From an optimization exercise on the open Yosys and OpenROAD flow, aimed at small area, a short achievable clock period and few clock cycles; shortcuts taken in it are not production practice.
In this exercise RTL edits were held to simulation tests only and were not proved equivalent to the original.
No activity file was given, so power comes from the tool's default toggle rates.

build 62:
Design lcd_draw, start of the top module:
module lcd_draw (
    input  wire        clk,
    input  wire        rst,           
    input  wire        cmd_valid,
    output wire        cmd_ready,
    input  wire [7:0]  cmd_op,
    input  wire [31:0] cmd_arg0,
    input  wire [31:0] cmd_arg1,
    input  wire [15:0] cmd_color,
    output wire        out_valid,
    input  wire        out_ready,
    output wire [7:0]  out_data,
    output wire        out_dc,
    output wire        out_last,
    output wire        idle
);
Size in the first run: roughly 1800 cells after synthesis, about 220 flip-flops, roughly 110 I/O pins, roughly 16000 um^2 of cells after synthesis.
clock: 9.5 ns
lec_check: 0
cap_margin: 20
core_margin: 2
core_utilization: 40
slew_margin: 20
tns_end_percent: 10
standard.sh (not shown) runs the stock make flow with config.mk's settings and CLKGATE_MAP_FILE= SYNTH_SCRIPT=/design/flow/synth_recipe.tcl, a recipe that flattens the netlist after the stock synthesis.
==> flow/flow/run.sh <==
#!/bin/bash
set -euo pipefail
bash standard.sh SETUP_SLACK_MARGIN=5.8 "BUFFER_PORTS_ARGS=-buffer_cell sky130_fd_sc_hd__buf_1" finish > standard_flow.log 2>&1
Testbench counts of build 62, summed over its fixed seeds: cycles 480,437.
The inputs of build 70 differ from those of build 62 as listed below.
Settings: removing TNS_END_PERCENT (formerly 10); changing CORE_UTILIZATION from 40 to 60.
==> flow/flow/run.sh <==
#!/bin/bash
set -euo pipefail
bash standard.sh SETUP_SLACK_MARGIN=6.5 finish > standard_flow.log 2>&1
[summary]
In build 70, the number of buffers and inverters on the critical path came out 3 below the value in build 62.
Re die area: build 70 is 14000 um^2 down on build 62.
Build 70 vs build 62: fraction of power consumed by combinational cells up
Changes observed in build 70 relative to build 62: clock share of power decreased by 2.9 points relative to the old numbers; final worst-path setup slack increased by 66 ps relative to the old numbers; first-pass GRT wire length increased by 2.5% relative to the old numbers.
Compared with build 62, in build 70 cell count went down, area added between synthesis and finish increased by 15 points relative to the old numbers.
Setup changes, build 70 to build 57
Settings: CORE_UTILIZATION changed from 60 to 50.
==> flow/flow/run.sh <==
#!/bin/bash
set -euo pipefail
bash standard.sh SETUP_SLACK_MARGIN=6.0 "BUFFER_PORTS_ARGS=-buffer_cell sky130_fd_sc_hd__buf_1" finish > standard_flow.log 2>&1
Findings:
Taking build 70 as the reference, in build 57 fraction of final layout cells sized beyond drive strength 1 went down 5.9 points, routed length on met1 went up 1700 um, routed wire length on met2 went up 1000 um, met3 layer wire length in the routed design went down about 26%. Least setup slack across all paths after layout in build 57 is 88 ps lower than in build 70. The lower fraction of the cycle the final worst path needs of build 70 and build 57 is in build 70. Build 57 gives less starting density of the core than build 70 did. Comparing wire length of the first global-routing pass for build 70 and build 57, the smaller number came from build 70. Worst stage delay on the critical path: build 57 higher than build 70.
Here is what was changed in the inputs of build 66 compared with build 57.
Settings: putting SETUP_SLACK_MARGIN at 5 where nothing was set; swapping 50 for 40 in CORE_UTILIZATION.
==> flow/run.sh (new file) <==
#!/bin/bash
# synth_recipe.tcl (not shown) runs the flow's synth.tcl, then flattens the netlist and writes it again
# the make line also repeats each setting of config.mk as NAME=value (left out here)
make -C /OpenROAD-flow-scripts/flow DESIGN_CONFIG=/design/flow/config.mk WORK_HOME=/design/flow/orfs CLKGATE_MAP_FILE= SYNTH_SCRIPT=/design/flow/synth_recipe.tcl finish
removed: flow/flow/run.sh
removed: flow/standard.sh
Findings:
Net switching power: build 66 vs build 57 down 9.2%. Sort build 57 and build 66 by area fraction of clock buffers and clock inverters desc -> top: build 66. Setup slack after placement delta for build 66 relative to build 57: 200 ps lower. Between build 57 and build 66, logic depth of the worst setup path including buffers is higher for build 57, build 66 comes in under that. In build 66, sequential share of layout area is higher than in build 57. NOTE: final clock period utilization by the worst path in build 66 exceeds that of build 57. Diff build 57 and build 66: number of ordinary and repair buffers in the finished layout higher in build 57. Looking at combinational share of power, build 66 sits 8.1 points below build 57. Total power: build 66 below build 57.

---

Setup of raven:
lcd_draw again, from the RTL that the note above started with.
export LEC_CHECK = 0
export CAP_MARGIN = 20
export CORE_MARGIN = 2
export CORE_UTILIZATION = 60
export SLEW_MARGIN = 20
create_clock -name core_clock -period 9.5 [get_ports {clk}]
==> flow/flow/run.sh <==
#!/bin/bash
set -euo pipefail
bash standard.sh SETUP_SLACK_MARGIN=6.0 finish > standard_flow.log 2>&1
Testbench counts of raven, summed over its fixed seeds: cycles 480,437.
For nickel, these inputs were changed with respect to raven:
Settings: putting TNS_END_PERCENT at 50 where nothing was set; swapping 60 for 40 in CORE_UTILIZATION.
==> flow/flow/run.sh <==
#!/bin/bash
set -euo pipefail
bash standard.sh SETUP_SLACK_MARGIN=5.8 finish > standard_flow.log 2>&1
--- outcome ---
- Wire: nickel routes more than raven
- All of raven and nickel finish clean.
- Higher global-route usage among raven and nickel: raven
- raven → nickel: die area climbed about 50%; total power climbed 0.69%.
- Number of buffers inserted by hold repair at cts came out exactly the same in raven and nickel.
- nickel — cell count 7.3% higher, raven as reference

---

== oak ==
Starting RTL as in the previous note.
clock: 9.5 ns
lec_check: 0
cap_margin: 20
core_margin: 2
core_utilization: 40
cts_buf_list: sky130_fd_sc_hd__clkbuf_4 sky130_fd_sc_hd__clkbuf_8
slew_margin: 20
tns_end_percent: 10
==> flow/flow/run.sh <==
#!/bin/bash
set -euo pipefail
bash standard.sh SETUP_SLACK_MARGIN=5.8 finish > standard_flow.log 2>&1
Testbench counts of oak, summed over its fixed seeds: cycles 480,437.
Modified inputs, pine compared to oak
==> flow/flow/run.sh <==
#!/bin/bash
set -euo pipefail
bash standard.sh SETUP_SLACK_MARGIN=6.0 "BUFFER_PORTS_ARGS=-buffer_cell sky130_fd_sc_hd__buf_1" finish > standard_flow.log 2>&1
[summary]
Finished layout cell area was lower in pine than in oak.
Summary — post-CTS setup buffer count, pine relative to oak: higher, by 12.
Going from oak to pine, number of buffers and inverters on the critical path shows a reduction of 2; share of layout cells above drive strength 1 shows an increase of 2.8 points; post-synthesis instance total shows no meaningful change; internal power shows an increase of 170 uW.
--- input diff pine..birch ---
Settings: TNS_END_PERCENT removed (was 10); SETUP_SLACK_MARGIN newly set to 5; CORE_UTILIZATION changed from 40 to 60; CTS_BUF_LIST removed (was sky130_fd_sc_hd__clkbuf_4 sky130_fd_sc_hd__clkbuf_8).
==> flow/run.sh (new file) <==
#!/bin/bash
# synth_recipe.tcl (not shown) runs the flow's synth.tcl, then flattens the netlist and writes it again
# the make line also repeats each setting of config.mk as NAME=value (left out here)
make -C /OpenROAD-flow-scripts/flow DESIGN_CONFIG=/design/flow/config.mk WORK_HOME=/design/flow/orfs CLKGATE_MAP_FILE= SYNTH_SCRIPT=/design/flow/synth_recipe.tcl finish
removed: flow/flow/run.sh
removed: flow/standard.sh
==> comparison <==
Mean number of vias per cell: pine and birch compared, lower one is pine. birch went all the way through the flow, and no timing, DRC or antenna check failed. [compare] base=pine new=birch: fmax fell by about 13%; routed wire length shows a reduction of about 7%; relative area change from synthesis to final layout fell 4.5 points. Changes observed in birch relative to pine: combinational power decreased by 13% relative to the old numbers, setup slack decreased by 0.56 ns relative to the old numbers.

---

== alpha ==
lcd_draw again, from the RTL that the note above started with.
==> flow/design.v (excerpt) <==
module lcd_draw (
    input  wire        clk,
    input  wire        rst,           
    input  wire        cmd_valid,
    output wire        cmd_ready,
    input  wire [7:0]  cmd_op,
    input  wire [31:0] cmd_arg0,
    input  wire [31:0] cmd_arg1,
    input  wire [15:0] cmd_color,
    output wire        out_valid,
    input  wire        out_ready,
    output wire [7:0]  out_data,
    output wire        out_dc,
    output wire        out_last,
    output wire        idle
);
    localparam [3:0] K_NONE = 4'h0, K_WIN = 4'h2, K_ROT = 4'h3, K_FILL = 4'h4,
                     K_FRECT = 4'h5, K_PIX = 4'h6, K_HL = 4'h7, K_VL = 4'h8,
                     K_RECT = 4'h9, K_LINE = 4'hA;
    localparam [3:0] G_IDLE = 4'd0,
                     G_D1 = 4'd1, G_D2 = 4'd2, G_D3 = 4'd3, G_D4 = 4'd4,    
                     G_RUN = 4'd5,                                        
                     G_S1 = 4'd6, G_S2 = 4'd7, G_S3 = 4'd8, G_S4 = 4'd9,  
                     G_S5 = 4'd10, G_S6 = 4'd11, G_S7 = 4'd12, G_S8 = 4'd13,
                     G_WALK = 4'd14, G_S5B = 4'd15;
    localparam [1:0] M_WIN = 2'd0, M_DATA = 2'd1, M_ROT = 2'd2;
    reg  [3:0]  g;
    reg         k_win, k_rot, k_fill, k_frect, k_hl, k_vl, k_rect, k_line;
    reg         cmp;
    reg         ps_xb, ps_yb, ps_k, ps_kh, qs_xa, qs_ya, qs_k, qs_dy, a_inv, a_cin, a_walk;
    reg  [1:0]  rstep;
    reg         swapped;
  ...
export LEC_CHECK = 0
export CAP_MARGIN = 20
export CORE_MARGIN = 2
export CORE_UTILIZATION = 40
export SLEW_MARGIN = 20
create_clock -name core_clock -period 9.5 [get_ports {clk}]
==> flow/flow/run.sh <==
#!/bin/bash
set -euo pipefail
bash standard.sh SETUP_SLACK_MARGIN=5.6 finish > standard_flow.log 2>&1
Testbench counts of alpha, summed over its fixed seeds: cycles 480,437.
Here is what was changed in the inputs of beta compared with alpha.
==> flow/flow/run.sh <==
#!/bin/bash
set -euo pipefail
bash standard.sh SETUP_SLACK_MARGIN=5.8 "BUFFER_PORTS_ARGS=-buffer_cell sky130_fd_sc_hd__buf_1" finish > standard_flow.log 2>&1
diff --git a/flow/config.mk b/flow/config.mk
--- a/flow/config.mk
+++ b/flow/config.mk
@@ -10,2 +10,4 @@
 export CORE_UTILIZATION = 40
+export CTS_BUF_LIST = sky130_fd_sc_hd__clkbuf_4 sky130_fd_sc_hd__clkbuf_8
 export SLEW_MARGIN = 20
+export TNS_END_PERCENT = 10
==> results.txt <==
- Between alpha and beta, setup skew after layout is lower for alpha, beta comes in above that.
- beta vs. alpha: fraction of power consumed by combinational cells +0.5 points, final core utilization -1.9 points.
Changes in gamma relative to beta:
==> flow/flow/run.sh <==
#!/bin/bash
set -euo pipefail
bash standard.sh SETUP_SLACK_MARGIN=5.8 finish > standard_flow.log 2>&1
diff --git a/flow/config.mk b/flow/config.mk
--- a/flow/config.mk
+++ b/flow/config.mk
@@ -10,3 +10,2 @@
 export CORE_UTILIZATION = 40
-export CTS_BUF_LIST = sky130_fd_sc_hd__clkbuf_4 sky130_fd_sc_hd__clkbuf_8
 export SLEW_MARGIN = 20
## What came out
Changes observed in gamma relative to beta: power +2.0%, wire length moved up. | combinational power | gamma vs beta | ≈ equal |.

[static timing again, ports no longer ideal]
In the flow no input, the clock included, has a driving cell. The finished layouts below were timed again as built, in two steps. Step 1, drivers: a clkbuf_16 drives clk and a buf_2 each remaining input, both assumed. Step 2 also shifts input and output timing later by t, the mid clock arrival at the registers, as if the neighbouring blocks saw the same clock. Three values: ideal, step 1, step 2; two values: the first two.
run | shift t [ns] | slack for setup (ns) | worst setup path at the end | clock arrival spread, ns
build 62 | 0.623 | 5.698 / 5.645 / 5.698 | register to register | 0.015 / 0.015
build 70 | 0.590 | 5.764 / 5.764 / 5.764 | register to register | 0.024 / 0.024
build 57 | 0.594 | 5.676 / 5.676 / 5.676 | register to register | 0.022 / 0.022
build 66 | 0.623 | 5.106 / 5.049 / 5.253 | register to register | 0.011 / 0.012
raven | 0.605 | 5.582 / 5.582 / 5.576 | input to register | 0.015 / 0.015
nickel | 0.633 | 5.693 / 5.693 / 5.520 | input to register | 0.019 / 0.019
oak | 0.661 | 5.638 / 5.589 / 5.525 | input to register | 0.029 / 0.029
pine | 0.667 | 5.714 / 5.714 / 5.714 | register to register | 0.052 / 0.052
birch | 0.599 | 5.158 / 5.105 / 5.219 | register to register | 0.043 / 0.043
alpha | 0.612 | 5.662 / 5.602 / 5.432 | input to register | 0.017 / 0.018
beta | 0.676 | 5.708 / 5.653 / 5.736 | register to register | 0.028 / 0.028
gamma | 0.635 | 5.650 / 5.595 / 5.548 | input to register | 0.029 / 0.029
After both steps setup and hold are still met in every run listed. For alpha, which loses most, drivers alone change the setup slack by -0.060 ns; drivers and shift together by -0.230 ns.
